Context: an optimization exercise on an open-source flow, tuned for small area. The choices shown serve that exercise and are no tape-out recipe.
Function was checked by simulation only, so behaviour that the tests miss may differ from the original.
The flow treats the clock pin as an ideal source, which a real chip does not have.
Power is estimated from default activity; no workload was simulated.

$ cat flow/config.mk
export PLATFORM = sky130hd
export DESIGN_NAME = hdu_top
export DESIGN_NICKNAME = hdu_top
export VERILOG_FILES = /design/flow/design.v
export SDC_FILE = /design/flow/constraint.sdc
export NUM_CORES = 4
export LEC_CHECK = 0
export CAP_MARGIN = 20
export CORE_MARGIN = 2
export CORE_UTILIZATION = 40
export GPL_TIMING_DRIVEN = 0
export SLEW_MARGIN = 20
$ cat flow/design.v
module hdu_popcount32 (
    input  wire [31:0] v,
    output reg  [5:0]  count
);
    integer i;
    always @* begin
        count = 6'd0;
        for (i = 0; i < 32; i = i + 1)
            count = count + {5'd0, v[i]};
    end
endmodule
module hdu_top (
    input  wire        clk,
    input  wire        rst,         
    input  wire        in_valid,
    output reg         in_ready,
    input  wire [31:0] in_cmd,
    input  wire [31:0] in_opa,
    input  wire [31:0] in_opb,
    output reg         out_valid,
    output wire [31:0] out_result,
    output wire [31:0] out_status
);
    localparam [31:0] E_OQ = 32'he077ae6c;    
    localparam [31:0] E_B0 = 32'h000009af;
    localparam [31:0] E_B1 = 32'h00007650;
    reg        cfg_valid;
    reg        cfg_mod;
    reg [5:0]  cfg_thresh;
    reg [5:0]  val;           
    wire       tag = val[5] & val[4];
    reg        hit;
    reg [2:0]  cause;
    wire       fault = |cause;
    reg [4:0]  js;            
    reg [2:0]  pi;            
    reg [3:0]  best;          
    reg [3:0]  bidx;          
    wire [4:0] j      = js ^ 5'b01111;
    wire       jfirst = js == 5'b00000;
    wire       jlast  = js == 5'b10000;
    wire [4:0] js_nx  = {js[3:0], js[4] ^ js[2] ^ (js[3:0] == 4'd0)};
    function [31:0] chip_of;
        input       m;
        input [3:0] s;
        begin
            if (!m) chip_of = s[0] ? E_B1 : E_B0;
            else    chip_of = ({E_OQ, E_OQ} >> {s[2:0], 2'b00}) & 32'h7fffffff
                              ^ (s[3] ? 32'h7fffffff : 32'd0);
        end
    endfunction
    wire tm  = tag & cfg_mod;
    wire tq0 = tm & ~val[1];
    wire tq1 = tm &  val[1];
    wire tb0 = tag & ~cfg_mod & ~val[0];
    wire tb1 = tag & ~cfg_mod &  val[0];
    wire rq_0011 = ((val[2] & ~val[0]) | (val[2] & val[0])) ^ val[3];
    wire lq0_0011 = tq0 & rq_0011;
    wire rq_0000 = (1'b0) ^ val[3];
    wire lq1_0000 = tq1 & rq_0000;
    wire rq_0111 = ((~val[2] & val[0]) | (val[2] & ~val[0]) | (val[2] & val[0])) ^ val[3];
    wire lq0_0111 = tq0 & rq_0111;
    wire rq_1101 = ((~val[2] & ~val[0]) | (~val[2] & val[0]) | (val[2] & val[0])) ^ val[3];
    wire lq1_1101 = tq1 & rq_1101;
    wire rq_1111 = (1'b1) ^ val[3];
    wire lq0_1111 = tq0 & rq_1111;
    wire rq_1001 = ((~val[2] & ~val[0]) | (val[2] & val[0])) ^ val[3];
    wire lq1_1001 = tq1 & rq_1001;
    wire rq_1000 = ((~val[2] & ~val[0])) ^ val[3];
    wire lq0_1000 = tq0 & rq_1000;
    wire rq_0010 = ((val[2] & ~val[0])) ^ val[3];
    wire lq0_0010 = tq0 & rq_0010;
    wire rq_0100 = ((~val[2] & val[0])) ^ val[3];
    wire lq1_0100 = tq1 & rq_0100;
    wire rq_1110 = ((~val[2] & ~val[0]) | (~val[2] & val[0]) | (val[2] & ~val[0])) ^ val[3];
    wire lq0_1110 = tq0 & rq_1110;
    wire lq1_1110 = tq1 & rq_1110;
    wire lq1_0111 = tq1 & rq_0111;
    wire lq0_0100 = tq0 & rq_0100;
    wire rq_1011 = ((~val[2] & ~val[0]) | (val[2] & ~val[0]) | (val[2] & val[0])) ^ val[3];
    wire lq1_1011 = tq1 & rq_1011;
    wire lq0_0000 = tq0 & rq_0000;
    wire rq_1100 = ((~val[2] & ~val[0]) | (~val[2] & val[0])) ^ val[3];
    wire lq1_1100 = tq1 & rq_1100;
    wire lq0_1101 = tq0 & rq_1101;
    wire lq0_1001 = tq0 & rq_1001;
    wire lq1_1111 = tq1 & rq_1111;
    wire lq1_0010 = tq1 & rq_0010;
    wire lq1_1000 = tq1 & rq_1000;
    wire lq0_1011 = tq0 & rq_1011;
    wire rq_0001 = ((val[2] & val[0])) ^ val[3];
    wire lq1_0001 = tq1 & rq_0001;
    wire lq0_1100 = tq0 & rq_1100;
    wire rq_0110 = ((~val[2] & val[0]) | (val[2] & ~val[0])) ^ val[3];
    wire lq1_0110 = tq1 & rq_0110;
    wire lq0_0001 = tq0 & rq_0001;
    wire lq1_0011 = tq1 & rq_0011;
    wire lq0_0110 = tq0 & rq_0110;
    assign out_result[0] = lq0_0011 | lq1_0000 | tb0 | (~tag & val[0]);
    assign out_result[1] = lq0_0111 | lq1_1101 | tb0 | (~tag & val[1]);
    assign out_result[2] = lq0_1111 | lq1_1001 | tb0 | (~tag & val[2]);
    assign out_result[3] = lq0_1000 | lq1_1101 | tb0 | (~tag & val[3]);
    assign out_result[4] = lq0_0010 | lq1_0100 | tb1 | (~tag & val[4]);
    assign out_result[5] = lq0_1110 | lq1_1110 | tb0 | (~tag & val[5]);
    assign out_result[6] = lq0_1110 | lq1_0111 | tb1;
    assign out_result[7] = lq0_0100 | lq1_1011 | tb0;
    assign out_result[8] = lq0_0000 | lq1_1100 | tb0;
    assign out_result[9] = lq0_1101 | lq1_1101 | tb1;
    assign out_result[10] = lq0_1001 | lq1_1111 | tb1;
    assign out_result[11] = lq0_1101 | lq1_0010 | tb0;
    assign out_result[12] = lq0_0100 | lq1_1000 | tb1;
    assign out_result[13] = lq0_1110 | lq1_1011 | tb1;
    assign out_result[14] = lq0_0111 | lq1_1011 | tb1;
    assign out_result[15] = lq0_1011 | lq1_0001;
    assign out_result[16] = lq0_1100 | lq1_0000;
    assign out_result[17] = lq0_1101 | lq1_0111;
    assign out_result[18] = lq0_1111 | lq1_0110;
    assign out_result[19] = lq0_0010 | lq1_0111;
    assign out_result[20] = lq0_1000 | lq1_0001;
    assign out_result[21] = lq0_1011 | lq1_1011;
    assign out_result[22] = lq0_1011 | lq1_1101;
    assign out_result[23] = lq0_0001 | lq1_1110;
    assign out_result[24] = lq0_0000 | lq1_0011;
    assign out_result[25] = lq0_0111 | lq1_0111;
    assign out_result[26] = lq0_0110 | lq1_1111;
    assign out_result[27] = lq0_0111 | lq1_1000;
    assign out_result[28] = lq0_0001 | lq1_0010;
    assign out_result[29] = lq0_1011 | lq1_1110;
    assign out_result[30] = lq0_1101 | lq1_1110;
    assign out_result[31] = 1'b0;
    assign out_status = {fault, 11'd0, 1'b0, cause, 2'd0, cfg_thresh, 5'd0,
                         cfg_mod, cfg_valid, hit};
    wire [3:0] op     = in_cmd[3:0];
    wire       rsv_ok = ~|in_cmd[31:4];
    wire       is_hd  = rsv_ok && op == 4'h1;
    wire       is_cfg = rsv_ok && op == 4'h2;
    wire       is_enc = rsv_ok && op == 4'h3;
    wire       is_dec = rsv_ok && op == 4'h4;
    wire       fa     = best[0];
    wire       fb     = best[1];
    wire       illegal  = !(is_hd | is_cfg | is_enc | is_dec);
    wire       not_cfgd = (is_enc | is_dec) && !cfg_valid;
    reg  [2:0] code;
    always @* begin
        code = 3'd0;
        if (illegal)                                 code = 3'd1;
        else if (is_cfg && fa)                       code = 3'd2;
        else if (is_cfg && (fb || (in_opa[0] && in_opb[5] && (|in_opb[4:0]))))
                                                     code = 3'd3;
        else if (not_cfgd)                           code = 3'd4;
        else if (is_enc && fa)                       code = 3'd5;
    end
    wire       live   = !fault && code == 3'd0;    
    wire       go     = in_valid & ~in_ready;      
    wire       accept = in_valid & in_ready;
    wire       cbit   = cfg_mod ? E_OQ[{j[4:2] + pi, j[1:0]}]
                                : (pi[0] ? E_B1[j] : E_B0[j]);
    wire       oa     = in_opa[j];
    wire       ob     = in_opb[j];
    wire       x      = oa ^ (is_hd ? ob : cbit);
    wire       chk_run = go && (is_cfg || is_enc);
    wire       a_lim4  = is_enc && cfg_mod;
    wire       a_in    = oa && (a_lim4 ? (|j[4:2]) : (|j));
    wire       b_in    = ob && (in_opa[0] ? ((|j[4:3]) || (j[2] && j[1])) : (|j[4:2]));
    wire       hd_run  = go && !fault && is_hd;
    wire       dec_run = go && !fault && is_dec && cfg_valid;
    wire       dec_beg = dec_run && jfirst && pi == 3'd0;
    wire       thr_big = cfg_thresh[5] | cfg_thresh[4];
    wire       h       = val[4];
    wire [3:0] dd      = val[3:0] ^ {4{h}};
    wire       cin     = hit ? (h | ~bidx[3]) : (in_opa[31] & ~thr_big);
    wire       better  = ({1'b0, dd} + {4'd0, cin}) <= {1'b0, best};
    wire       upd     = dec_run && jlast && better && (cfg_mod || !h);
    wire [2:0] lastp   = is_dec ? (cfg_mod ? 3'd7 : 3'd1) : 3'd0;
    wire       quick   = fault || illegal || not_cfgd;
    always @(posedge clk) begin
        if (dec_beg) begin
            best <= thr_big ? 4'hf : cfg_thresh[3:0];
            bidx <= 4'd0;
        end else if (upd) begin
            best <= dd;
            bidx <= {h, pi};
        end else if (chk_run) begin
            best[0] <= (jfirst ? 1'b0 : best[0]) | a_in;
            best[1] <= (jfirst ? 1'b0 : best[1]) | b_in;
        end
        if (rst) begin
            cfg_valid  <= 1'b0;
            cfg_mod    <= 1'b0;
            cfg_thresh <= 6'd0;
            val        <= 6'd0;
            hit        <= 1'b0;
            cause      <= 3'd0;
            js         <= 5'd0;
            pi         <= 3'd0;
            in_ready   <= 1'b0;
            out_valid  <= 1'b0;
        end else begin
            out_valid <= accept;
            if (in_ready) begin
                js <= 5'd0;
                pi <= 3'd0;
            end else if (go) begin
                js <= js_nx;
                if (jlast)
                    pi <= pi + 3'd1;
            end
            if (go && (quick || (jlast && pi == lastp)))
                in_ready <= 1'b1;
            if (accept)
                in_ready <= 1'b0;
            if (hd_run || (dec_run && !jlast))
                val <= (jfirst ? 6'd0 : val) + {5'd0, x};
            if (dec_beg)
                hit <= 1'b0;
            else if (upd)
                hit <= 1'b1;
            if (hd_run)
                hit <= 1'b0;
            if (accept) begin
                if (!fault && code != 3'd0)
                    cause <= code;
                if (live && is_dec)
                    val <= {2'b00, bidx};
                if (live && is_cfg) begin
                    cfg_valid  <= 1'b1;
                    cfg_mod    <= in_opa[0];
                    cfg_thresh <= in_opb[5:0];
                    val        <= 6'd0;
                    hit        <= 1'b0;
                end
                if (live && is_enc) begin
                    val <= {2'b11, in_opa[3:0]};
                    hit <= 1'b0;
                end
            end
        end
    end
endmodule
$ cat flow/flow/area.abc.in
&get -n
&st
&deepsyn -T 30 -S @SEED@
&dch -f
&nf -a -R 1000
&put
$ cat flow/flow/post_cts.tcl
# Downsize the clock tree's buffers: each buffer takes the smallest of
# CLOCK_BUF_CELLS (smallest first) that keeps the slew at every clock pin it
# drives under CLOCK_SLEW_LIMIT (ns), as estimated from the placement.
proc clk_tree_max_slew { } {
  estimate_parasitics -placement
  set mx 0
  foreach p [get_pins -hierarchical */CLK] {
    set s [get_property $p slew_max]
    if {$s > $mx} { set mx $s }
  }
  return $mx
}
set limit $::env(CLOCK_SLEW_LIMIT)
set block [ord::get_db_block]
set bufs {}
foreach inst [$block getInsts] {
  if {[string match "clkbuf_*" [$inst getName]]} { lappend bufs [$inst getName] }
}
# leaves first, the root last
set bufs [lsort -decreasing $bufs]
foreach name $bufs {
  set inst [$block findInst $name]
  set orig [[$inst getMaster] getName]
  foreach cell $::env(CLOCK_BUF_CELLS) {
    if {$cell eq $orig} { break }
    replace_cell $name $cell
    if {[clk_tree_max_slew] <= $limit} { break }
    replace_cell $name $orig
  }
  puts "clock buffer $name: [[[$block findInst $name] getMaster] getName]"
}
detailed_placement
puts "clock tree max clock-pin slew: [clk_tree_max_slew]"
$ cat flow/flow/abc_area.tcl
# Replaces the abc step of the standard synthesis: the same cells and registers,
# but an area-oriented script (SAT-based resynthesis, area mapping) tried with a
# few seeds; the smallest result is kept.
proc abc {args} {
  set i [lsearch -exact $args -D]
  if {$i >= 0} { set args [lreplace $args $i [expr {$i + 1}]] }
  set i [lsearch -exact $args -script]
  set libs {}
  foreach {k v} $args { if {$k eq "-liberty"} { lappend libs -liberty $v } }
  yosys design -save pre_abc
  set best_area 1e18
  set best_seed -1
  foreach seed $::env(ABC_SEEDS) {
    yosys design -load pre_abc
    set script $::env(FLOW_WORK)/area_$seed.abc
    set f [open $::env(FLOW_WORK)/flow/area.abc.in r]
    set text [string map [list @SEED@ $seed] [read $f]]
    close $f
    set f [open $script w]; puts -nonewline $f $text; close $f
    yosys abc {*}[lreplace $args [expr {$i + 1}] [expr {$i + 1}] $script]
    yosys tee -q -o $::env(FLOW_WORK)/area_$seed.txt stat {*}$libs
    set f [open $::env(FLOW_WORK)/area_$seed.txt r]; set rep [read $f]; close $f
    regexp {Chip area for (?:top )?module[^:]*:\s*([0-9.]+)} $rep -> area
    puts "abc seed $seed: area $area"
    if {$area < $best_area} { set best_area $area; set best_seed $seed; yosys design -save best_abc }
  }
  puts "abc: kept seed $best_seed, area $best_area"
  yosys design -load best_abc
}
$ cat flow/constraint.sdc
create_clock -name core_clock -period 44.0 [get_ports {clk}]
set_input_delay 8.8000 -clock core_clock [delete_from_list [all_inputs] [get_ports {clk}]]
set_output_delay 8.8000 -clock core_clock [all_outputs]
set_load 0.01 [all_outputs]
$ cat flow/standard.sh
#!/bin/bash
# synth_recipe.tcl (not shown) runs the flow's synth.tcl, then flattens the netlist and writes it again
# the make line also repeats each setting of config.mk as NAME=value (left out here)
make -C /OpenROAD-flow-scripts/flow DESIGN_CONFIG=/design/flow/config.mk WORK_HOME=/design/flow/orfs CLKGATE_MAP_FILE= SYNTH_SCRIPT=/design/flow/synth_recipe.tcl "${@:-finish}"
$ cat flow/flow/run.sh
#!/bin/bash
# Layout flow: the standard ORFS flow, with
#  - synthesis: the standard synthesis script, but with no adder cells and an
#    area-oriented abc step (flow/abc_area.tcl); registers are unchanged;
#  - buf_1 port buffers, synthesis buffers removed, a small clock tree
#    (flow/post_cts.tcl).
set -euo pipefail
W=$PWD
export FLOW_WORK=$W
export ABC_SEEDS="1 2 3 4 5 6 7 8 9 10"
{ head -n 1 synth_recipe.tcl
  cat flow/abc_area.tcl
  tail -n +2 synth_recipe.tcl; } > flow_synth.tcl
export BUFFER_PORTS_ARGS="-buffer_cell sky130_fd_sc_hd__buf_1"
export REMOVE_ABC_BUFFERS=1
export SKIP_REPAIR_TIE_FANOUT=1
export CTS_ARGS="-sink_clustering_enable -repair_clock_nets -buf_list {sky130_fd_sc_hd__clkbuf_8} -dont_use_dummy_load"
# after CTS, each clock buffer is downsized while the clock-pin slew stays low
export POST_CTS_TCL=$W/flow/post_cts.tcl
export CLOCK_BUF_CELLS="sky130_fd_sc_hd__clkbuf_2 sky130_fd_sc_hd__clkbuf_4 sky130_fd_sc_hd__clkbuf_8"
export CLOCK_SLEW_LIMIT=0.110
bash standard.sh SYNTH_SCRIPT=$W/flow_synth.tcl ADDER_MAP_FILE= > make_flow.log 2>&1
==> results of run 1 <==
## registers in the layout (all words and copies together) (netlist names), 3 cells and up
signal	count
cause	3
val	6
js	5
cfg_thresh	6
bidx	4
pi	3
best	4
## cell usage in the layout, fill, tap and decap left out, drive strengths merged, types with 2 or more instances in the layout
master and instances:
buf 144, nor2 56, nand2 55, o21ai 35, o22ai 32, dfxtp 32, a21oi 21, nor3 14
a22o 13, nor4 10, clkinv 9, xnor2 9, nand3 9, nand2b 9, o211ai 8, a211oi 7
or3 5, and2 5, clkbuf 5, xor2 4, and3 4, edfxtp 4, a21o 3, a22oi 3
a221o 3, nand4 2, a31oi 2, a221oi 2, o221ai 2, o311a 2, nor2b 2, a32o 2
mux2 2, o21bai 2, or2 2
## final timing paths
path / startpoint / end / cells past startpoint
min reg2reg: bidx[1]$_SDFFE_PP0P_ / bidx[1]$_SDFFE_PP0P_ / 2
max: in_cmd[25] / cfg_thresh[5]$_SDFFE_PP0P_ / 11
max reg2reg: js[1]$_SDFFE_PP0P_ / best[1]$_DFFE_PP_ / 8
min: bidx[1]$_SDFFE_PP0P_ / bidx[1]$_SDFFE_PP0P_ / 2
## logic make-up after synthesis
logic type / count (synthesis) / share of synthesized area [%]
other: 1 / 0.131
DFF: 36 / 26.5
AOI/OAI and AO/OA: 140 / 31.7
muxes: 3 / 1.13
adders and majority gates: 1 / 0.349
xor gates and xnor gates: 13 / 3.97
buffers and inverters: 33 / 7.45
and+or+nand+nor: 179 / 28.8
## metrics by stage
stage,setup WS [ns],hold WS (ns)
final,32.68,0.464
after global routing,32.41,0.512
after detailed placement,32.32,0.448
after global placement,32.38,0.447
after floorplan,32.98,0.426
## cell type report
| type | instances | area [um^2] |
|---|---|---|
| Multi-Input combinational cell | 337 | 1900 |
| Clock buffer | 5 | 45.0 |
| Inverter | 9 | 33.8 |
| Fill cell | 742 | 3470 |
| Timing Repair Buffer | 144 | 541 |
| Tap cell | 96 | 120 |
| Sequential cell | 36 | 761 |
## report_power, final
part | internal, uW | switching (uW)
Clock | 6.32 | 10.5
Combinational | 5.14 | 7.36
Sequential | 33.5 | 0.566
## per-layer routing
| layer | global-route usage [%] | wire, um | vias to the layer above |
|---|---|---|---|
| li1 | - | - | 1752 |
| met1 | 32.7 | 4370 | 1653 |
| met2 | 38.7 | 4330 | 156 |
| met3 | 3.54 | 601 | 18 |
| met4 | 6.20 | 167 | 0 |
| met5 | 0 | 0 | - |
## critical path, cell delays in order
cell and delay (ns):
buf_1 0.07, nor4_1 0.28, nand4_1 0.24, nor3_1 0.50, nor3_1 0.16, nor3_1 0.33, nand2_1 0.09, nor2_1 0.20
and2_0 0.31, nor2b_1 0.45, a22o_1 0.20
==> impl_metrics.py, run 1 <==
metrics = {
    "run_status": {
        "outcome": "no timing/DRC/antenna violations",
    },
    "yosys": {
        "yosysSeqAreaShare_pct": 26.5,
        "synth_cell_type_count": 46,
        "synth_area_leaders": "dfxtp_1, nor2_1, nand2_1, o22ai_1, buf_4",
        "ys_ff_latch": 36,
        "synth_warnings": 1,
        "yosysTopAreaCell": "dfxtp_1",
        "netlist.area_leader.share_pct": 22.3,
        "synth_most_common_cell": "nor2_1",
        "synthCells": 406,
        "syn-cell-area_mm2": 0.00287,
        "synth_common_cells": "nor2_1, nand2_1, o21ai_0",
        "synth-main-ff-cell": "dfxtp_1",
        "async_reset_ff_share_pct": 0,
        "avgSynthCellArea_um2": 7.07,
        "synth_edf_count": 4,
    },
    "place": {
        "dp_cells": 622,
        "place.detailed.hpwl_um": 7440,
        "place_area_mm2": 0.00335,
        "numPortBuffers": 144,
        "place_congestion": 0.895,
    },
    "power": {
        "cellLeakagePower_uw": 0.00118,
        "p_total_uw": 63.4,
        "vdd_drop_max_mv": 0.0198,
        "powerDensity_mw_per_mm2": 18.7,
    },
    "grt": {
        "first_global_vias": 3198,
        "grt_use_total_pct": 23.7,
        "grt_overflow_total": 0,
        "grt_first_pass_wirelength_um": 14800,
        "grt_max_degree": 27,
        "antenna_found_initial": 0,
    },
    "floorplanning": {
        "core_area_mm2": 0.00687,
        "die_area_mm2": 0.00787,
        "ios": 165,
        "rows": 30,
        "dieHeight_um": 88.7,
        "die_w_um": 88.7,
        "start_util_pct": 41.8,
    },
    "cts": {
        "clock_latency_ns": 0.37,
        "path_clk_slew_ns": 0.10,
        "cts_tree": "built",
        "cts_sinks": 36,
    },
    "routing": {
        "drt_first_pass_iters": 5,
        "vias": 3579,
        "wl_per_cell_um": 15.1,
        "detail-route-antenna-nets": 0,
        "avgViaCountPerCell": 5.71,
        "wirelength_um": 9480,
        "drc": 0,
        "drt_iter0_markers": 138,
    },
    "worst_setup_path": {
        "critPathMaxFanout": 7,
        "crit_required_ns": 44.32,
        "arrival_ns": 11.64,
        "cp-end-kind": "flip-flop",
        "r2r_slack_ns": 40.34,
        "timing_worst_setup_path_type": "input port to flip-flop",
        "cp-start-kind": "input port",
    },
    "cells_and_area": {
        "area_growth_pct": 18.3,
        "fin_cells": 627,
        "final_layout_size_suffix_gt1_share_pct": 0.942,
        "fin_nets": 632,
        "antenna_cells": 0,
        "postLayoutCoreUtil_pct": 49.4,
        "design_area_mm2": 0.00340,
    },
    "timing": {
        "max_slew.worst_pin.slew_ns": 1.05,
        "fmax_mhz": 88.4,
        "rsz0062_at_grt": "no",
        "fin_crit_ns": 11.32,
        "setup_viol": 0,
        "fin_crit_sh_pct": 25.7,
        "clock-skew-final_ns": 0.0338,
        "hold_viol": 0,
        "tns_ns": 0,
        "relSlewSlack_pct": 28.8,
        "drv_slew": 0,
    },
    "worst_hold_path": {
        "hold_path.class": "flip-flop to flip-flop",
    },
    "flow_run": {
        "cap_violations": 0,
    },
}
==> inputs of run 2 (changes only) <==
--- a/flow/flow/run.sh
+++ b/flow/flow/run.sh
@@ -1,13 +1,15 @@
 #!/bin/bash
 # Layout flow: the standard ORFS flow, with
 #  - synthesis: the standard synthesis script, but with no adder cells and an
-#    area-oriented abc step (flow/abc_area.tcl); registers are unchanged;
+#    area-oriented abc step (flow/abc_area.tcl, several seeds in parallel);
+#    registers are unchanged;
 #  - buf_1 port buffers, synthesis buffers removed, a small clock tree
 #    (flow/post_cts.tcl).
 set -euo pipefail
 W=$PWD
 export FLOW_WORK=$W
-export ABC_SEEDS="1 2 3 4 5 6 7 8 9 10"
+export ABC_SEEDS="$(seq -s " " 1 32)"
+export ABC_JOBS=${NUM_CORES:-4}
 { head -n 1 synth_recipe.tcl
   cat flow/abc_area.tcl
   tail -n +2 synth_recipe.tcl; } > flow_synth.tcl
==> flow/flow/abc_area.tcl (replaced) <==
# Replaces the abc step of the standard synthesis: the same cells and registers,
# but an area-oriented script (SAT-based resynthesis, area mapping), run with
# several seeds in parallel; the smallest result is kept.
proc abc {args} {
  set w $::env(FLOW_WORK)/abc_runs
  file mkdir $w
  set i [lsearch -exact $args -D]
  if {$i >= 0} { set args [lreplace $args $i [expr {$i + 1}]] }
  set i [lsearch -exact $args -script]
  set libs {}
  foreach {k v} $args { if {$k eq "-liberty"} { lappend libs -liberty $v } }
  yosys write_rtlil $w/pre_abc.il
  set f [open $::env(FLOW_WORK)/flow/area.abc.in r]; set tmpl [read $f]; close $f
  foreach seed $::env(ABC_SEEDS) {
    set f [open $w/area_$seed.abc w]
    puts -nonewline $f [string map [list @SEED@ $seed] $tmpl]
    close $f
    set a [lreplace $args [expr {$i + 1}] [expr {$i + 1}] $w/area_$seed.abc]
    set f [open $w/run_$seed.ys w]
    puts $f "read_rtlil $w/pre_abc.il"
    puts $f "abc $a"
    puts $f "write_rtlil $w/post_$seed.il"
    puts $f "tee -q -o $w/area_$seed.txt stat $libs"
    close $f
  }
  set ys yosys
  if {[info exists ::env(YOSYS_EXE)] && $::env(YOSYS_EXE) ne ""} { set ys $::env(YOSYS_EXE) }
  exec sh -c "printf '%s\\n' $::env(ABC_SEEDS) | xargs -P $::env(ABC_JOBS) -I@ sh -c '$ys -q -s $w/run_@.ys > $w/log_@.txt 2>&1'"
  set best_area 1e18
  set best_seed -1
  foreach seed $::env(ABC_SEEDS) {
    if {[catch {open $w/area_$seed.txt r} f]} { puts "abc seed $seed: no result"; continue }
    set rep [read $f]; close $f
    if {![regexp {Chip area for (?:top )?module[^:]*:\s*([0-9.]+)} $rep -> area]} { continue }
    puts "abc seed $seed: area $area"
    if {$area < $best_area} { set best_area $area; set best_seed $seed }
  }
  puts "abc: kept seed $best_seed, area $best_area"
  yosys read_rtlil -overwrite $w/post_$best_seed.il
}
==> flow/flow/area.abc.in (replaced) <==
&get -n
&st
&deepsyn -T 8 -S @SEED@
&dch -f
&nf -a -R 1000
&put
==> run 2 against run 1 <==
Against the previous run:
- total power did not move
- still clean
- non-clock buffer count did not move
- critical path type unchanged
- die area did not move
- clock skew did not move
- wire length did not move
- final area did not move
- flip-flop and latch count did not move
- highest routed layer unchanged
- global-route usage did not move
- synthesized area did not move
- via count did not move
==> impl_metrics.py, run 2 <==
metrics = {
    "worst_hold_path": {
        "hold_path.class": "flip-flop to flip-flop",
    },
    "cells_and_area": {
        "layout_commonest_cell": "buf_1",
        "area_growth_pct": 18.3,
        "reg.largest.list": "cfg_thresh (6), val (6), js (5)",
        "final_layout_size_suffix_gt1_share_pct": 0.942,
        "antenna_cells": 0,
        "fin_nets": 632,
        "design_area_mm2": 0.00340,
        "final_cell_mix": "buf_1, nor2_1, nand2_1, o21ai_0",
        "fin_cells": 627,
    },
    "worst_setup_path": {
        "timing_worst_setup_path_type": "input port to flip-flop",
        "crit_path_frequent_cell": "nor3_1",
        "cp-start-kind": "input port",
        "critPathMaxFanout": 7,
        "arrival_ns": 11.64,
        "critPathSlowestCell": "nor3_1",
        "critPathMaxStageDelay_ns": 0.50,
        "cpLargestDelayFamily": "simple AND/OR/NAND/NOR gates",
        "cp_num_buf_inv": 1,
        "crit_required_ns": 44.32,
        "cp_cell_sequence": "buf_1, nor4_1, nand4_1, nor3_1, nor3_1, nor3_1, nand2_1, nor2_1, and2_0, nor2b_1, a22o_1",
        "cp-end-kind": "flip-flop",
    },
    "cts": {
        "cts_sinks": 36,
        "path_clk_slew_ns": 0.10,
        "clock_latency_ns": 0.37,
        "cts_tree": "built",
    },
    "routing": {
        "drt_first_pass_iters": 5,
        "wirelength_um": 9480,
        "vias": 3579,
        "wl_per_cell_um": 15.1,
        "drc": 0,
        "detail-route-antenna-nets": 0,
        "avgViaCountPerCell": 5.71,
        "drt_iter0_markers": 138,
    },
    "timing": {
        "relSlewSlack_pct": 28.8,
        "clock-skew-final_ns": 0.0338,
        "hold_viol": 0,
        "fmax_mhz": 88.4,
        "drv_slew": 0,
        "rsz0062_at_grt": "no",
        "setup_viol": 0,
        "max_slew.worst_pin.slew_ns": 1.05,
        "fin_crit_sh_pct": 25.7,
        "hold_slack_ns": 0.464,
        "tns_ns": 0,
        "fin_crit_ns": 11.32,
    },
    "floorplanning": {
        "start_util_pct": 41.8,
        "die_area_mm2": 0.00787,
        "ios": 165,
        "dieHeight_um": 88.7,
        "core_area_mm2": 0.00687,
        "rows": 30,
        "die_w_um": 88.7,
    },
    "flow_run": {
        "cap_violations": 0,
    },
    "yosys": {
        "synth_common_cells": "nor2_1, nand2_1, o21ai_0",
        "syn-cell-area_mm2": 0.00287,
        "synth_edf_count": 4,
        "yosysSeqAreaShare_pct": 26.5,
        "async_reset_ff_share_pct": 0,
        "synth_cell_type_count": 46,
        "yosysTopAreaCell": "dfxtp_1",
        "synth_warnings": 1,
        "synth_area_leaders": "dfxtp_1, nor2_1, nand2_1, o22ai_1, buf_4",
        "synthCells": 406,
        "avgSynthCellArea_um2": 7.07,
        "synth_most_common_cell": "nor2_1",
        "ys_ff_latch": 36,
        "synth-main-ff-cell": "dfxtp_1",
        "netlist.area_leader.share_pct": 22.3,
    },
    "grt": {
        "grt_max_degree": 27,
        "first_global_vias": 3198,
        "grt_use_total_pct": 23.7,
        "grt_first_pass_wirelength_um": 14800,
        "antenna_found_initial": 0,
        "grt_overflow_total": 0,
    },
    "run_status": {
        "outcome": "no timing/DRC/antenna violations",
    },
    "power": {
        "cellLeakagePower_uw": 0.00118,
        "powerDensity_mw_per_mm2": 18.7,
        "vdd_drop_max_mv": 0.0198,
    },
    "place": {
        "dp_cells": 622,
        "numPortBuffers": 144,
        "place_congestion": 0.895,
        "place_area_mm2": 0.00335,
        "place.detailed.hpwl_um": 7440,
    },
}
-- run 2: cell counts after synthesis --
No cell type changed its count.
-- run 2: final timing paths --
kind	slack [ns]	start	end	cells past startpoint
hold reg to reg	0.46	bidx[1]$_SDFFE_PP0P_	bidx[1]$_SDFFE_PP0P_	2
hold / removal	0.46	bidx[1]$_SDFFE_PP0P_	bidx[1]$_SDFFE_PP0P_	2
setup / recovery	32.68	in_cmd[25]	cfg_thresh[5]$_SDFFE_PP0P_	11
setup reg to reg	40.34	js[1]$_SDFFE_PP0P_	best[1]$_DFFE_PP_	8
-- run 2: power breakdown --
part / switching (uW) / leakage (uW) / internal [uW] / total, uW
clock network: 10.5 / 0.0000273 / 6.32 / 16.8
logic: 7.36 / 0.000863 / 5.14 / 12.5
registers: 0.566 / 0.000290 / 33.5 / 34.0
-- run 2: cells by family after synthesis --
| group | after synthesis | share of synthesized area, % |
|---|---|---|
| buffers and inverters | 33 | 7.45 |
| other | 1 | 0.131 |
| muxes | 3 | 1.13 |
| xor gates and xnor gates | 13 | 3.97 |
| and+or+nand+nor | 179 | 28.8 |
| DFF | 36 | 26.5 |
| adders and majority gates | 1 | 0.349 |
| AOI/OAI and AO/OA | 140 | 31.7 |
-- run 2: through the flow --
stage               power [uW]  util, %  setup slack [ns]
global route              66.7     49.4             32.41
detailed placement        47.1     48.8             32.32
finish                    63.4     49.4             32.68
global placement          47.0     48.8             32.38
floorplan                 41.5        -             32.98
-- run 2: area by class of cell --
cell class	instances	area, um^2
sequential	36	761
multi-input combinational	337	1900
fill	742	3470
inverter	9	33.8
clock buffer	5	45.0
timing repair buffer	144	541
tap	96	120
-- run 2: metal layers --
layer / global-route usage [%] / wire length [um] / share of wire (%)
met1: 32.7 / 4370 / 46
met2: 38.7 / 4330 / 46
met3: 3.54 / 601 / 6.3
met4: 6.20 / 167 / 1.8
met5: 0 / 0 / 0
-- run 2: worst register-to-register path, delay by kind of cell (launching register included) --
family	cells	cell delay [ns]
AO/OA/AOI/OAI	3	0.60
buffers and inverters	1	0.18
flip-flops	1	0.40
AND/OR/NAND/NOR	4	2.33
==> inputs of run 3 (changes only) <==
==> flow/flow/area.abc.in (replaced) <==
&get -n
&st
&deepsyn -T 8 -S @SEED@
&dch -f -x
&nf -a -R 1000 -F 20 -A 20
&put
==> run 3 against run 2 <==
Against the previous run:
- via count is 2.8% lower
- sequential share of layout area rose by 0.075 points
- wire length decreased by 4.4%
- critical path type unchanged
- largest power group unchanged
==> impl_metrics.py, run 3 <==
metrics = {
    "grt": {
        "grt_max_degree": 28,
        "first_global_vias": 3075,
        "grt_use_total_pct": 22.4,
        "grt_overflow_total": 0,
        "grt_first_pass_wirelength_um": 14400,
        "antenna_found_initial": 0,
    },
    "routing": {
        "detail-route-antenna-nets": 0,
        "drt_iter0_markers": 296,
        "avgViaCountPerCell": 5.65,
        "wl_per_cell_um": 14.7,
        "drt_first_pass_iters": 6,
        "vias": 3479,
        "drc": 0,
        "wirelength_um": 9060,
    },
    "timing": {
        "setup_viol": 0,
        "fin_crit_ns": 11.42,
        "rsz0062_at_grt": "no",
        "hold_viol": 0,
        "relSlewSlack_pct": 35.3,
        "finalWorstSetupSlack_ns": 32.58,
        "clock-skew-final_ns": 0.0348,
        "max_slew.worst_pin.slew_ns": 0.969,
        "drv_slew": 0,
        "fin_crit_sh_pct": 26.0,
        "fmax_mhz": 87.5,
        "tns_ns": 0,
    },
    "yosys": {
        "yosysTopAreaCell": "dfxtp_1",
        "synth_common_cells": "nand2_1, a21oi_1, nor2_1",
        "synth_most_common_cell": "nand2_1",
        "async_reset_ff_share_pct": 0,
        "avgSynthCellArea_um2": 7.20,
        "synth-main-ff-cell": "dfxtp_1",
        "synth_area_leaders": "dfxtp_1, nand2_1, a21oi_1, buf_4, a222oi_1",
        "synth_cell_type_count": 46,
        "synth_edf_count": 4,
        "netlist.area_leader.share_pct": 22.5,
        "ys_ff_latch": 36,
        "synth_warnings": 1,
        "syn-cell-area_mm2": 0.00284,
        "yosysSeqAreaShare_pct": 26.8,
        "synthCells": 395,
    },
    "worst_setup_path": {
        "reg2reg_depth": 15,
        "r2r-start": "js[0]$_SDFFE_PP0P_",
        "cp-start-kind": "input port",
        "timing_worst_setup_path_type": "input port to flip-flop",
        "cp-end-kind": "flip-flop",
        "r2r_slack_ns": 40.19,
        "cp-startpoint": "in_cmd[10]",
        "crit_required_ns": 44.02,
        "r2r-end": "val[5]$_SDFF_PP0_",
        "critPathMaxFanout": 7,
        "arrival_ns": 11.44,
    },
    "worst_hold_path": {
        "hold_path.startpoint": "bidx[1]$_SDFFE_PP0P_",
        "hold_depth": 2,
        "holdPathEnd": "bidx[1]$_SDFFE_PP0P_",
        "hold_path.class": "flip-flop to flip-flop",
    },
    "cells_and_area": {
        "fin_cells": 616,
        "final-seq-area_um2": 761,
        "area_growth_pct": 19.1,
        "antenna_cells": 0,
        "postLayoutCoreUtil_pct": 49.5,
        "final_cell_mix": "buf_1, nand2_1, a21oi_1, nor2_1, dfxtp_1",
        "reg.largest.list": "cfg_thresh (6), val (6), js (5)",
        "layout_commonest_cell": "buf_1",
        "fin_nets": 621,
        "fillers": 717,
        "multi_input_area_mm2": 0.00186,
        "final_layout_size_suffix_gt1_share_pct": 1.73,
    },
    "floorplanning": {
        "die_w_um": 88.3,
        "core_area_mm2": 0.00683,
        "ios": 165,
        "die_area_mm2": 0.00780,
        "dieHeight_um": 88.3,
        "rows": 30,
        "start_util_pct": 41.6,
    },
    "cts": {
        "cts_tree": "built",
        "clock_latency_ns": 0.39,
        "cts_sinks": 36,
        "path_clk_slew_ns": 0.08,
    },
    "run_status": {
        "outcome": "no timing/DRC/antenna violations",
    },
    "power": {
        "seqPwrFrac_pct": 52.1,
        "powerDensity_mw_per_mm2": 19.3,
        "pwr-share-clk_pct": 26.7,
        "p_int_uw": 46.0,
        "power_switching_share_pct": 29.6,
        "vdd_drop_max_mv": 0.0133,
        "cellLeakagePower_uw": 0.00113,
        "p_switching_uw": 19.3,
        "combPwrFrac_pct": 21.2,
    },
    "place": {
        "place.detailed.hpwl_um": 7040,
        "place_congestion": 0.890,
        "dp_cells": 611,
        "dp_slack_ns": 32.15,
        "numPortBuffers": 144,
    },
    "flow_run": {
        "cap_violations": 0,
    },
}
==> run 3: cell types whose count changed after synthesis, moves of 5 or more <==
| cell | before | now |
|---|---|---|
| nand2_1 | 55 | 62 |
| a222oi_1 | 0 | 15 |
| o21ai_0 | 35 | 19 |
| clkinv_1 | 9 | 14 |
| a21oi_1 | 21 | 40 |
| nand3_1 | 9 | 21 |
| nor2_1 | 56 | 37 |
| o22ai_1 | 32 | 10 |
==> run 3: layout make-up <==
type                       instances  share of cell area [%]
multi-input combinational        321                    55.0
clock buffer                       5                    1.40
tap                               96                    3.55
timing repair buffer             144                    16.0
sequential                        36                    22.5
inverter                          14                    1.55
==> run 3: how the worst max path moves through the flow <==
| stage | end | slack [ns] |
|---|---|---|
| 5_1_grt | val[5]$_SDFF_PP0_ | 32.13 |
| 3_3_place_gp | best[0]$_DFFE_PP_ | 32.13 |
| 6_report | best[0]$_DFFE_PP_ | 32.58 |
| 2_1_floorplan | val[5]$_SDFF_PP0_ | 32.79 |
| 3_5_place_dp | best[0]$_DFFE_PP_ | 32.15 |
==> run 3: routing by layer <==
layer | track usage, % | routed length, um | vias up
li1 | - | - | 1734
met3 | 3.45 | 540 | 4
met2 | 36.4 | 4130 | 107
met4 | 2.07 | 34 | 0
met5 | 0 | 0 | -
met1 | 32.7 | 4360 | 1634
==> run 3: critical path, cell delays in order <==
cell and delay [ns]:
buf_1 0.07, nor4_1 0.26, nand4_1 0.15, nor3_1 0.26, nand2_1 0.09, nor2_1 0.33, nand3_1 0.23, a211oi_1 0.70
a21oi_1 0.30, o31ai_1 0.26
==> run 3: kinds of logic after synthesis <==
logic type                 Yosys count  share of synthesized area (%)
other                                1                          0.132
xor gates and xnor gates            11                           3.39
adders and majority gates            2                          0.704
and+or+nand+nor                    171                           28.0
muxes                                4                           1.45
DFF                                 36                           26.8
buffers and inverters               38                           8.19
AOI/OAI and AO/OA                  132                           31.4
==> run 3: power by group through the flow <==
stage / registers, uW / clock network, uW / logic [uW]
finish: 34.1 / 17.4 / 13.8
floorplan: 34.7 / 0 / 7.74
global placement: 34.8 / 0 / 13.4
global route: 34.2 / 19.2 / 15.6
detailed placement: 34.8 / 0 / 13.6
==> run 3: per-stage QoR <==
stage | cell area (um^2) | total power [uW] | hold WS, ns
after floorplan | 2660 | 42.5 | 0.426
after global placement | 3320 | 48.2 | 0.444
after detailed placement | 3320 | 48.4 | 0.453
after global routing | 3380 | 69.0 | 0.497
final | 3380 | 65.3 | 0.464
==> inputs of run 4 (changes only) <==
--- a/flow/design.v
+++ b/flow/design.v
@@ -39,6 +39,7 @@
     wire [4:0] j      = js ^ 5'b01111;
     wire       jfirst = js == 5'b00000;
     wire       jlast  = js == 5'b10000;
+    wire       jpen   = js == 5'b01000;      
     wire [4:0] js_nx  = {js[3:0], js[4] ^ js[2] ^ (js[3:0] == 4'd0)};
     function [31:0] chip_of;
         input       m;
@@ -136,8 +137,17 @@
     wire       is_cfg = rsv_ok && op == 4'h2;
     wire       is_enc = rsv_ok && op == 4'h3;
     wire       is_dec = rsv_ok && op == 4'h4;
-    wire       fa     = best[0];
-    wire       fb     = best[1];
+    wire       cbit   = cfg_mod ? E_OQ[{j[4:2] + pi, j[1:0]}]
+                                : (pi[0] ? E_B1[j] : E_B0[j]);
+    wire       oa     = in_opa[j];
+    wire       ob     = in_opb[j];
+    wire       x      = oa ^ (is_hd ? ob : cbit);
+    wire       chk_run = in_valid && (is_cfg || is_enc);
+    wire       a_lim4  = is_enc && cfg_mod;
+    wire       a_in    = oa && (a_lim4 ? (|j[4:2]) : (|j));
+    wire       b_in    = ob && (in_opa[0] ? ((|j[4:3]) || (j[2] && j[1])) : (|j[4:2]));
+    wire       fa     = best[0] | a_in;      
+    wire       fb     = best[1] | b_in;
     wire       illegal  = !(is_hd | is_cfg | is_enc | is_dec);
     wire       not_cfgd = (is_enc | is_dec) && !cfg_valid;
     reg  [2:0] code;
@@ -152,18 +162,9 @@
     end
     wire       live   = !fault && code == 3'd0;    
     wire       go     = in_valid & ~in_ready;      
-    wire       accept = in_valid & in_ready;
-    wire       cbit   = cfg_mod ? E_OQ[{j[4:2] + pi, j[1:0]}]
-                                : (pi[0] ? E_B1[j] : E_B0[j]);
-    wire       oa     = in_opa[j];
-    wire       ob     = in_opb[j];
-    wire       x      = oa ^ (is_hd ? ob : cbit);
-    wire       chk_run = go && (is_cfg || is_enc);
-    wire       a_lim4  = is_enc && cfg_mod;
-    wire       a_in    = oa && (a_lim4 ? (|j[4:2]) : (|j));
-    wire       b_in    = ob && (in_opa[0] ? ((|j[4:3]) || (j[2] && j[1])) : (|j[4:2]));
-    wire       hd_run  = go && !fault && is_hd;
-    wire       dec_run = go && !fault && is_dec && cfg_valid;
+    wire       accept = in_valid & in_ready;       
+    wire       hd_run  = in_valid && !fault && is_hd;
+    wire       dec_run = in_valid && !fault && is_dec && cfg_valid;
     wire       dec_beg = dec_run && jfirst && pi == 3'd0;
     wire       thr_big = cfg_thresh[5] | cfg_thresh[4];
     wire       h       = val[4];
@@ -205,7 +206,7 @@
                 if (jlast)
                     pi <= pi + 3'd1;
             end
-            if (go && (quick || (jlast && pi == lastp)))
+            if (go && (quick || (jpen && pi == lastp)))
                 in_ready <= 1'b1;
             if (accept)
                 in_ready <= 1'b0;
@@ -221,7 +222,7 @@
                 if (!fault && code != 3'd0)
                     cause <= code;
                 if (live && is_dec)
-                    val <= {2'b00, bidx};
+                    val <= {2'b00, upd ? {h, pi} : bidx};
                 if (live && is_cfg) begin
                     cfg_valid  <= 1'b1;
                     cfg_mod    <= in_opa[0];
==> flow/flow/area.abc.in (replaced) <==
&get -n
&st
&deepsyn -T 8 -S @SEED@
&dch -f
&nf -a -R 1000
&put
==> run 4 against run 3 <==
Against the previous run:
- register-to-register slack worse by 0.53 ns
- synthesized area up 2.1%
- final cell count up 3.2%
- flip-flop and latch count unchanged
- critical endpoint is now val[5]$_SDFF_PP0_
- hold slack better by 0.043 ns
- sequential share of layout area down 0.35 points
==> impl_metrics.py, run 4 <==
metrics = {
    "routing": {
        "avgViaCountPerCell": 5.78,
        "vias": 3675,
        "drt_iter0_markers": 289,
        "drt_first_pass_iters": 5,
        "wirelength_um": 9860,
        "detail-route-antenna-nets": 0,
        "wl_per_cell_um": 15.5,
        "drc": 0,
    },
    "floorplanning": {
        "dieHeight_um": 89.2,
        "rows": 31,
        "start_util_pct": 40.7,
        "core_area_mm2": 0.00714,
        "die_w_um": 89.2,
        "die_area_mm2": 0.00795,
        "ios": 165,
    },
    "timing": {
        "fmax_mhz": 83.5,
        "setup_viol": 0,
        "drv_slew": 0,
        "max_slew.worst_pin.slew_ns": 0.915,
        "relSlewSlack_pct": 38.4,
        "hold_slack_ns": 0.506,
        "fin_crit_sh_pct": 27.2,
        "clock-skew-final_ns": 0.0282,
        "hold_viol": 0,
        "tns_ns": 0,
        "rsz0062_at_grt": "no",
        "finalWorstSetupSlack_ns": 32.03,
        "fin_crit_ns": 11.97,
    },
    "grt": {
        "grt_overflow_total": 0,
        "first_global_vias": 3304,
        "grt_use_total_pct": 25.2,
        "grt_max_degree": 23,
        "antenna_found_initial": 0,
        "grt_first_pass_wirelength_um": 16100,
    },
    "cells_and_area": {
        "final_layout_size_suffix_gt1_share_pct": 1.30,
        "antenna_cells": 0,
        "area_growth_pct": 18.4,
        "final_cell_mix": "buf_1, nor2_1, nand2_1, o21ai_0, dfxtp_1",
        "layout_commonest_cell": "buf_1",
        "reg.largest.list": "cfg_thresh (6), val (6), js (5)",
        "fin_nets": 638,
    },
    "yosys": {
        "synth_cell_type_count": 48,
        "synth_area_leaders": "dfxtp_1, nor2_1, nand2_1, buf_4, o21ai_0",
        "avgSynthCellArea_um2": 7.05,
        "synth_edf_count": 4,
        "synth_common_cells": "nor2_1, nand2_1, o21ai_0",
        "ys_ff_latch": 36,
        "synth_warnings": 1,
        "async_reset_ff_share_pct": 0,
        "yosysSeqAreaShare_pct": 26.2,
        "syn-cell-area_mm2": 0.00290,
        "synth-main-ff-cell": "dfxtp_1",
        "yosysTopAreaCell": "dfxtp_1",
        "synth_most_common_cell": "nor2_1",
        "synthCells": 412,
        "netlist.area_leader.share_pct": 22.1,
    },
    "place": {
        "place.detailed.hpwl_um": 7750,
        "dp_slack_ns": 31.75,
        "numPortBuffers": 144,
        "place_congestion": 0.913,
    },
    "worst_setup_path": {
        "reg2reg_depth": 18,
        "cp-start-kind": "input port",
        "critPathMaxFanout": 7,
        "timing_worst_setup_path_type": "input port to flip-flop",
        "crit_required_ns": 44.23,
        "arrival_ns": 12.20,
        "cp-end-kind": "flip-flop",
    },
    "run_status": {
        "outcome": "no timing/DRC/antenna violations",
    },
    "power": {
        "cellLeakagePower_uw": 0.00115,
        "powerDensity_mw_per_mm2": 18.4,
        "vdd_drop_max_mv": 0.0140,
        "p_total_uw": 63.1,
    },
    "cts": {
        "cts_sinks": 36,
        "path_clk_slew_ns": 0.07,
        "clock_latency_ns": 0.35,
        "cts_tree": "built",
    },
    "worst_hold_path": {
        "hold_depth": 2,
        "hold_path.class": "flip-flop to flip-flop",
    },
    "flow_run": {
        "cap_violations": 0,
    },
}
==> run 4: cell count changes after synthesis, sizes merged, moves of 10 or more <==
cell,previous run,this run
o22ai,10,26
nor2,37,55
nor3,10,23
o21ai,19,34
a21oi,40,24
a222oi,15,0
nand2,62,52
==> run 4: worst max-delay path, stage by stage <==
cell	delay (ns)
buf_1	0.07
nor4_1	0.30
nand4_1	0.20
nor3_1	0.76
nand3_1	0.38
o21a_1	0.30
nor4_1	0.47
and2_0	0.31
nand3_1	0.17
nor2_1	0.17
o21ai_0	0.10
a21o_1	0.16
==> run 4: report_power, final <==
part / switching, uW / leakage [uW] / internal [uW]
Sequential: 0.639 / 0.000292 / 33.4
Combinational: 8.04 / 0.000834 / 5.42
Clock: 9.79 / 0.0000251 / 5.81
==> run 4: per-stage QoR <==
| stage | cells | cell area, um^2 | util, % |
|---|---|---|---|
| 2_1_floorplan | 388 | 2720 | - |
| 3_3_place_gp | 631 | 3390 | 47.5 |
| 3_5_place_dp | 631 | 3390 | 47.5 |
| 5_1_grt | 636 | 3440 | 48.2 |
| 6_report | 636 | 3440 | 48.2 |
==> run 4: kinds of logic (layout without fill, tap and decap cells) <==
logic type | Yosys count | in the layout | share of synthesized area [%]
multiplexers | 4 | 4 | 1.38
AO/OA/AOI/OAI | 140 | 140 | 31.3
adder cells (fa/ha/maj) | 1 | 1 | 0.345
flip-flops | 36 | 36 | 26.2
other | 1 | 1 | 0.129
buffers and inverters | 32 | 157 | 7.24
XOR/XNOR | 13 | 13 | 3.92
AND/OR/NAND/NOR | 185 | 185 | 29.5
==> run 4: worst paths after layout <==
check	from	endpoint	slack [ns]
worst max-delay path	in_cmd[19]	val[5]$_SDFF_PP0_	32.03
worst min register to register	cause[1]$_SDFFE_PP0P_	cause[1]$_SDFFE_PP0P_	0.51
worst min-delay path	cause[1]$_SDFFE_PP0P_	cause[1]$_SDFFE_PP0P_	0.51
worst max register to register	js[0]$_SDFFE_PP0P_	val[5]$_SDFF_PP0_	39.66
==> run 4: cell type report <==
type | instances | area [um^2]
fillers | 749 | 3700
multi-input cells | 344 | 1940
clock buffers | 5 | 41.3
inverters | 8 | 30.0
well taps | 99 | 124
flip-flops and latches | 36 | 761
repair buffers | 144 | 541
==> run 4: layer usage <==
metal	vias to the layer above	share of wire [%]	GRT usage (%)
li1	1796	-	-
met1	1703	45	35.4
met2	154	45	40.1
met3	22	6.8	3.60
met4	0	2.3	7.06
met5	-	0	0
==> inputs of run 5 (changes only) <==
==> flow/flow/area.abc.in (replaced) <==
&get -n
&st
&deepsyn -T 8 -S @SEED@
&dch -f -x
&nf -a -R 1000 -F 20 -A 20
&put
==> run 5 against run 4 <==
Against the previous run:
- still clean on timing, DRC and antenna
- synthesized cell count is 1.2% lower
- sequential share of layout area grew 0.33 points
- clock skew decreased by 0.0093 ns
- hold slack lost 0.0059 ns
- global-route usage fell by 1.4 points
- combinational power down 3%
- flip-flop and latch count did not move
- sequential power hardly changed
- via count shrank 2.3%
- wire length shrank 4.1%
- first-iteration DRC count down 22%
- die area is 1.2% lower
- critical path type unchanged
- highest routed layer unchanged
==> impl_metrics.py, run 5 <==
metrics = {
    "yosys": {
        "async_reset_ff_share_pct": 0,
        "yosysTopAreaCell": "dfxtp_1",
        "synth_cell_type_count": 47,
        "netlist.area_leader.share_pct": 22.3,
        "synth_area_leaders": "dfxtp_1, nand2_1, o22ai_1, nor2_1, buf_4",
        "avgSynthCellArea_um2": 7.04,
        "synthCells": 407,
        "synth_warnings": 1,
        "synth_most_common_cell": "nand2_1",
        "ys_ff_latch": 36,
        "syn-cell-area_mm2": 0.00287,
        "synth_common_cells": "nand2_1, nor2_1, o21ai_0",
        "yosysSeqAreaShare_pct": 26.5,
        "synth-main-ff-cell": "dfxtp_1",
        "synth_edf_count": 4,
    },
    "power": {
        "powerDensity_mw_per_mm2": 18.7,
        "vdd_drop_max_mv": 0.00981,
        "cellLeakagePower_uw": 0.00120,
        "seqPwrFrac_pct": 53.8,
        "p_switching_uw": 18.7,
        "p_int_uw": 44.5,
        "combPwrFrac_pct": 20.7,
        "power_switching_share_pct": 29.6,
        "pwr-share-clk_pct": 25.4,
    },
    "worst_hold_path": {
        "hold_path.class": "flip-flop to flip-flop",
    },
    "cells_and_area": {
        "area_growth_pct": 18.2,
        "final-seq-area_um2": 761,
        "fin_nets": 633,
        "final_layout_size_suffix_gt1_share_pct": 0.940,
        "final_cell_mix": "buf_1, nand2_1, nor2_1, o21ai_0",
        "multi_input_area_mm2": 0.00188,
        "reg.largest.list": "cfg_thresh (6), val (6), js (5)",
        "layout_commonest_cell": "buf_1",
        "fillers": 739,
        "antenna_cells": 0,
    },
    "timing": {
        "tns_ns": 0,
        "finalWorstSetupSlack_ns": 32.26,
        "fin_crit_ns": 11.74,
        "max_slew.worst_pin.slew_ns": 0.882,
        "rsz0062_at_grt": "no",
        "fmax_mhz": 85.1,
        "setup_viol": 0,
        "fin_crit_sh_pct": 26.7,
        "drv_slew": 0,
        "relSlewSlack_pct": 40.3,
        "hold_viol": 0,
        "clock-skew-final_ns": 0.0189,
    },
    "routing": {
        "detail-route-antenna-nets": 0,
        "wirelength_um": 9460,
        "avgViaCountPerCell": 5.72,
        "wl_per_cell_um": 15.1,
        "drc": 0,
        "drt_iter0_markers": 224,
        "vias": 3591,
        "drt_first_pass_iters": 5,
    },
    "worst_setup_path": {
        "critPathSlowestCell": "o31ai_1",
        "crit_required_ns": 44.25,
        "cp_cell_sequence": "buf_1, nor4_1, nand4_1, nor2_1, nand2_1, nor2_1, and2_0, nand2_1, nand2_1, a31o_1, nand2b_1, nand2_1, nand3_1, o31ai_1, nor3b_1, a221o_1",
        "critPathMaxFanout": 6,
        "crit_path_frequent_cell": "nand2_1",
        "critPathMaxStageDelay_ns": 0.66,
        "arrival_ns": 12.00,
        "timing_worst_setup_path_type": "input port to flip-flop",
        "cp-start-kind": "input port",
        "cp-end-kind": "flip-flop",
    },
    "grt": {
        "grt_overflow_total": 0,
        "grt_use_total_pct": 23.8,
        "antenna_found_initial": 0,
        "grt_max_degree": 28,
        "first_global_vias": 3171,
        "grt_first_pass_wirelength_um": 14900,
    },
    "floorplanning": {
        "die_w_um": 88.7,
        "ios": 165,
        "core_area_mm2": 0.00687,
        "start_util_pct": 41.7,
        "die_area_mm2": 0.00786,
        "rows": 30,
        "dieHeight_um": 88.7,
    },
    "flow_run": {
        "cap_violations": 0,
    },
    "cts": {
        "clock_latency_ns": 0.35,
        "cts_tree": "built",
        "path_clk_slew_ns": 0.10,
        "cts_sinks": 36,
    },
    "place": {
        "place_congestion": 0.911,
        "dp_slack_ns": 31.96,
        "numPortBuffers": 144,
        "place.detailed.hpwl_um": 7420,
    },
    "run_status": {
        "outcome": "no timing/DRC/antenna violations",
    },
}
run 5: cell count changes after synthesis, moves of 3 or more:
cell / previous run / this run
o22ai_1: 26 / 32
nor4_1: 11 / 7
clkinv_1: 8 / 11
nor2_1: 55 / 50
nor3_1: 23 / 16
nand4_1: 2 / 5
a21oi_1: 24 / 28
run 5: worst paths after layout:
| kind | from | end | slack, ns | depth (start not counted) |
|---|---|---|---|---|
| worst max-delay path | in_cmd[8] | val[3]$_SDFF_PP0_ | 32.26 | 16 |
| worst min-delay path | bidx[1]$_SDFF_PP0_ | bidx[1]$_SDFF_PP0_ | 0.50 | 2 |
| worst max register to register | js[1]$_SDFFE_PP0P_ | val[3]$_SDFF_PP0_ | 40.15 | 14 |
| worst min register to register | bidx[1]$_SDFF_PP0_ | bidx[1]$_SDFF_PP0_ | 0.50 | 2 |
run 5: cell families (layout without fill, tap and decap cells):
kind of cell,count (synthesis),count (layout),share of synthesized area (%)
xor gates and xnor gates,14,14,4.28
AOI/OAI and AO/OA,146,146,32.5
and+or+nand+nor,170,170,27.1
muxes,4,4,1.40
DFF,36,36,26.5
other,1,1,0.131
buffers and inverters,35,160,7.73
adders and majority gates,1,1,0.349
run 5: critical path: cells and delay by family:
kind	cells	cell delay [ns]
compound gates	3	1.20
simple gates	12	1.93
buf+inv	1	0.07
run 5: area by class of cell:
cell class	instances	area share [%]
tap	96	3.55
multi-input combinational	336	55.6
inverter	11	1.22
sequential	36	22.5
clock buffer	5	1.22
timing repair buffer	144	16.0
run 5: power groups by stage:
stage	sequential [uW]	clock (uW)	combinational, uW
after floorplan	34.7	0	7.16
after global placement	34.8	0	12.9
after detailed placement	34.8	0	13.0
after global routing	34.1	18.1	14.8
final	34.0	16.1	13.1
run 5: layer usage:
metal  vias up  track usage [%]  routed length, um
li1       1770                -                  -
met2       165             38.5               4370
met3        12             3.73                666
met5         -                0                  0
met4         0             4.68                114
met1      1644             33.5               4310
run 5: stage by stage:
step | instances | instance area (um^2) | utilization, % | power [uW] | hold WS, ns
floorplan | 383 | 2690 | - | 41.9 | 0.447
global placement | 623 | 3350 | 48.7 | 47.7 | 0.472
detailed placement | 623 | 3350 | 48.7 | 47.8 | 0.475
global route | 628 | 3390 | 49.3 | 67.1 | 0.524
finish | 628 | 3390 | 49.3 | 63.2 | 0.500
==> inputs of run 6 (changes only) <==
--- a/flow/design.v
+++ b/flow/design.v
@@ -41,15 +41,6 @@
     wire       jlast  = js == 5'b10000;
     wire       jpen   = js == 5'b01000;      
     wire [4:0] js_nx  = {js[3:0], js[4] ^ js[2] ^ (js[3:0] == 4'd0)};
-    function [31:0] chip_of;
-        input       m;
-        input [3:0] s;
-        begin
-            if (!m) chip_of = s[0] ? E_B1 : E_B0;
-            else    chip_of = ({E_OQ, E_OQ} >> {s[2:0], 2'b00}) & 32'h7fffffff
-                              ^ (s[3] ? 32'h7fffffff : 32'd0);
-        end
-    endfunction
     wire tm  = tag & cfg_mod;
     wire tq0 = tm & ~val[1];
     wire tq1 = tm &  val[1];
==> run 6 against run 5 <==
Against the previous run:
- first-iteration DRC count grew 6.3%
- highest routed layer unchanged
- clock-buffer cell count unchanged
- critical path depth grew 2
- non-clock buffer count grew 2
- clock skew rose by 0.0064 ns
- final cell count up 0.32%
- largest cell class unchanged
- via count fell by 1.4%
- largest power group unchanged
- sequential power hardly changed
- wire length rose by 1.4%
- register-to-register slack worse by 0.90 ns
==> impl_metrics.py, run 6 <==
metrics = {
    "cts": {
        "cts_sinks": 36,
        "cts_tree": "built",
        "clock_latency_ns": 0.38,
        "path_clk_slew_ns": 0.08,
    },
    "cells_and_area": {
        "final_layout_size_suffix_gt1_share_pct": 1.69,
        "multi_input_area_mm2": 0.00190,
        "area_growth_pct": 19.0,
        "fillers": 743,
        "final-seq-area_um2": 761,
        "final_cell_mix": "buf_1, nand2_1, nor2_1, o21ai_0, o22ai_1",
        "fin_nets": 635,
        "antenna_cells": 0,
        "layout_commonest_cell": "buf_1",
        "reg.largest.list": "cfg_thresh (6), val (6), js (5)",
    },
    "floorplanning": {
        "dieHeight_um": 88.9,
        "die_w_um": 88.9,
        "rows": 30,
        "core_area_mm2": 0.00687,
        "ios": 165,
        "die_area_mm2": 0.00790,
        "start_util_pct": 42.0,
    },
    "timing": {
        "fin_crit_ns": 12.26,
        "tns_ns": 0,
        "max_slew.worst_pin.slew_ns": 0.882,
        "fin_crit_sh_pct": 27.9,
        "relSlewSlack_pct": 40.6,
        "fmax_mhz": 81.5,
        "rsz0062_at_grt": "no",
        "hold_viol": 0,
        "clock-skew-final_ns": 0.0252,
        "setup_viol": 0,
        "drv_slew": 0,
        "finalWorstSetupSlack_ns": 31.74,
    },
    "yosys": {
        "yosysSeqAreaShare_pct": 26.4,
        "netlist.area_leader.share_pct": 22.2,
        "synth_common_cells": "nand2_1, nor2_1, o21ai_0",
        "synth_warnings": 1,
        "synthCells": 407,
        "synth_edf_count": 4,
        "ys_ff_latch": 36,
        "synth_most_common_cell": "nand2_1",
        "async_reset_ff_share_pct": 0,
        "synth-main-ff-cell": "dfxtp_1",
        "synth_cell_type_count": 45,
        "yosysTopAreaCell": "dfxtp_1",
        "syn-cell-area_mm2": 0.00288,
        "avgSynthCellArea_um2": 7.08,
        "synth_area_leaders": "dfxtp_1, o22ai_1, o21ai_0, nand2_1, buf_4",
    },
    "routing": {
        "detail-route-antenna-nets": 0,
        "drt_iter0_markers": 238,
        "drc": 0,
        "wirelength_um": 9590,
        "drt_first_pass_iters": 5,
        "avgViaCountPerCell": 5.62,
        "wl_per_cell_um": 15.2,
        "vias": 3539,
    },
    "grt": {
        "grt_overflow_total": 0,
        "grt_use_total_pct": 24.5,
        "grt_first_pass_wirelength_um": 15200,
        "first_global_vias": 3206,
        "grt_max_degree": 22,
        "antenna_found_initial": 0,
    },
    "run_status": {
        "outcome": "no timing/DRC/antenna violations",
    },
    "worst_setup_path": {
        "cp-start-kind": "input port",
        "r2r-start": "js[1]$_SDFFE_PP0P_",
        "cp-endpoint": "val[3]$_SDFF_PP0_",
        "reg2reg_depth": 18,
        "cp-startpoint": "in_cmd[3]",
        "crit_required_ns": 44.23,
        "arrival_ns": 12.49,
        "r2r_slack_ns": 39.25,
        "cp-end-kind": "flip-flop",
        "timing_worst_setup_path_type": "input port to flip-flop",
        "r2r-end": "val[0]$_SDFF_PP0_",
        "critPathMaxFanout": 8,
    },
    "place": {
        "numPortBuffers": 144,
        "place_congestion": 0.889,
        "place.detailed.hpwl_um": 7390,
        "dp_slack_ns": 31.46,
    },
    "power": {
        "cellLeakagePower_uw": 0.00112,
        "vdd_drop_max_mv": 0.00758,
        "powerDensity_mw_per_mm2": 18.9,
    },
    "worst_hold_path": {
        "hold_path.class": "flip-flop to flip-flop",
        "hold_path.startpoint": "cause[0]$_SDFFE_PP0P_",
        "hold_depth": 2,
    },
    "flow_run": {
        "cap_violations": 0,
    },
}
[run 6: worst max-delay path: stages]
cell,delay [ns]
buf_1,0.07
nor4_1,0.27
nand4_1,0.17
nor3_1,0.32
nand3_1,0.32
o21ai_0,0.24
a41o_1,0.21
nor2b_1,0.28
nor3_1,0.12
nor2b_1,0.16
and3_1,0.22
and3_1,0.23
nor2b_1,0.24
nor2_1,0.21
nand2_1,0.19
nor2_1,0.09
a221oi_1,0.22
o21ai_0,0.13
[run 6: layout make-up]
class                      instances  share of cell area, %
multi-input combinational        332                   55.3
sequential                        36                   22.2
timing repair buffer             146                   16.1
tap                               96                   3.50
inverter                          15                   1.64
clock buffer                       5                   1.20
[run 6: power breakdown]
group | total [uW] | internal (uW) | switching (uW)
Combinational | 13.8 | 5.61 | 8.24
Clock | 16.9 | 5.82 | 11.0
Sequential | 34.0 | 33.5 | 0.555
Total | 64.7 | 44.9 | 19.8
[run 6: through the flow]
step | total power, uW | utilization (%) | cells | area (um^2) | hold WS (ns)
floorplan | 42.4 | - | 383 | 2700 | 0.451
global placement | 48.3 | 49.0 | 623 | 3360 | 0.466
detailed placement | 48.5 | 49.3 | 625 | 3390 | 0.475
global route | 68.1 | 49.9 | 630 | 3430 | 0.518
finish | 64.7 | 49.9 | 630 | 3430 | 0.481
[run 6: layer usage]
| layer | part of all wire [%] | up-vias | routed length [um] | GRT usage [%] |
|---|---|---|---|---|
| met5 | 0 | - | 0 | 0 |
| met4 | 1.5 | 0 | 141 | 7.44 |
| met3 | 6.7 | 14 | 646 | 4.16 |
| met2 | 48 | 147 | 4590 | 41.2 |
| met1 | 44 | 1610 | 4220 | 32.1 |
| li1 | - | 1768 | - | - |
[run 6: kinds of logic (layout without fill, tap and decap cells)]
| logic type | count (synthesis) | count (layout) | synth area share (%) |
|---|---|---|---|
| AND/OR/NAND/NOR | 167 | 167 | 26.7 |
| AO/OA/AOI/OAI | 140 | 140 | 30.9 |
| buffers and inverters | 39 | 166 | 8.20 |
| flip-flops | 36 | 36 | 26.4 |
| XOR/XNOR | 16 | 16 | 4.86 |
| multiplexers | 6 | 6 | 2.08 |
| adder cells (fa/ha/maj) | 2 | 2 | 0.694 |
| other | 1 | 1 | 0.130 |
[run 6: worst min path at each step]
| stage | end | slack (ns) |
|---|---|---|
| after global routing | cause[0]$_SDFFE_PP0P_ | 0.52 |
| after detailed placement | cause[0]$_SDFFE_PP0P_ | 0.47 |
| after global placement | cause[0]$_SDFFE_PP0P_ | 0.47 |
| after floorplan | bidx[0]$_SDFF_PP0_ | 0.45 |
| final | cause[0]$_SDFFE_PP0P_ | 0.48 |

-- static timing again, ports no longer ideal --
How much do the figures lean on ideal ports? The routed layouts below were timed once more, with nothing changed but the port constraints. Step 1: set_driving_cell puts a clkbuf_16 on clk and a buf_2 on each other input, an assumption about the parent block. Step 2 adds t to the input delays and takes it off the output delays; t is the mean of the earliest and latest rising clock arrival at the registers after step 1. Input paths then give back, and output paths get back, about the clock's delay inside the block. a / b / c = ideal / step 1 / step 2; a / b = the first two.
| run | t, ns | slack for setup (ns) | worst setup path after step 2 | slew at the worst register clock pin (ns) |
|---|---|---|---|---|
| run 1 | 0.380 | 32.684 / 32.687 / 32.307 | input to register | 0.11 / 0.11 |
| run 2 | 0.380 | 32.684 / 32.687 / 32.307 | input to register | 0.11 / 0.11 |
| run 3 | 0.392 | 32.577 / 32.577 / 32.185 | input to register | 0.11 / 0.11 |
| run 4 | 0.366 | 32.030 / 32.032 / 31.666 | input to register | 0.10 / 0.10 |
| run 5 | 0.368 | 32.255 / 32.260 / 31.892 | input to register | 0.10 / 0.10 |
| run 6 | 0.391 | 31.736 / 31.742 / 31.352 | input to register | 0.11 / 0.11 |
After both steps setup and hold are still met in every run listed. The setup slack of run 3, which loses most, moves by 0.000 ns with the drivers and by -0.392 ns with both steps.
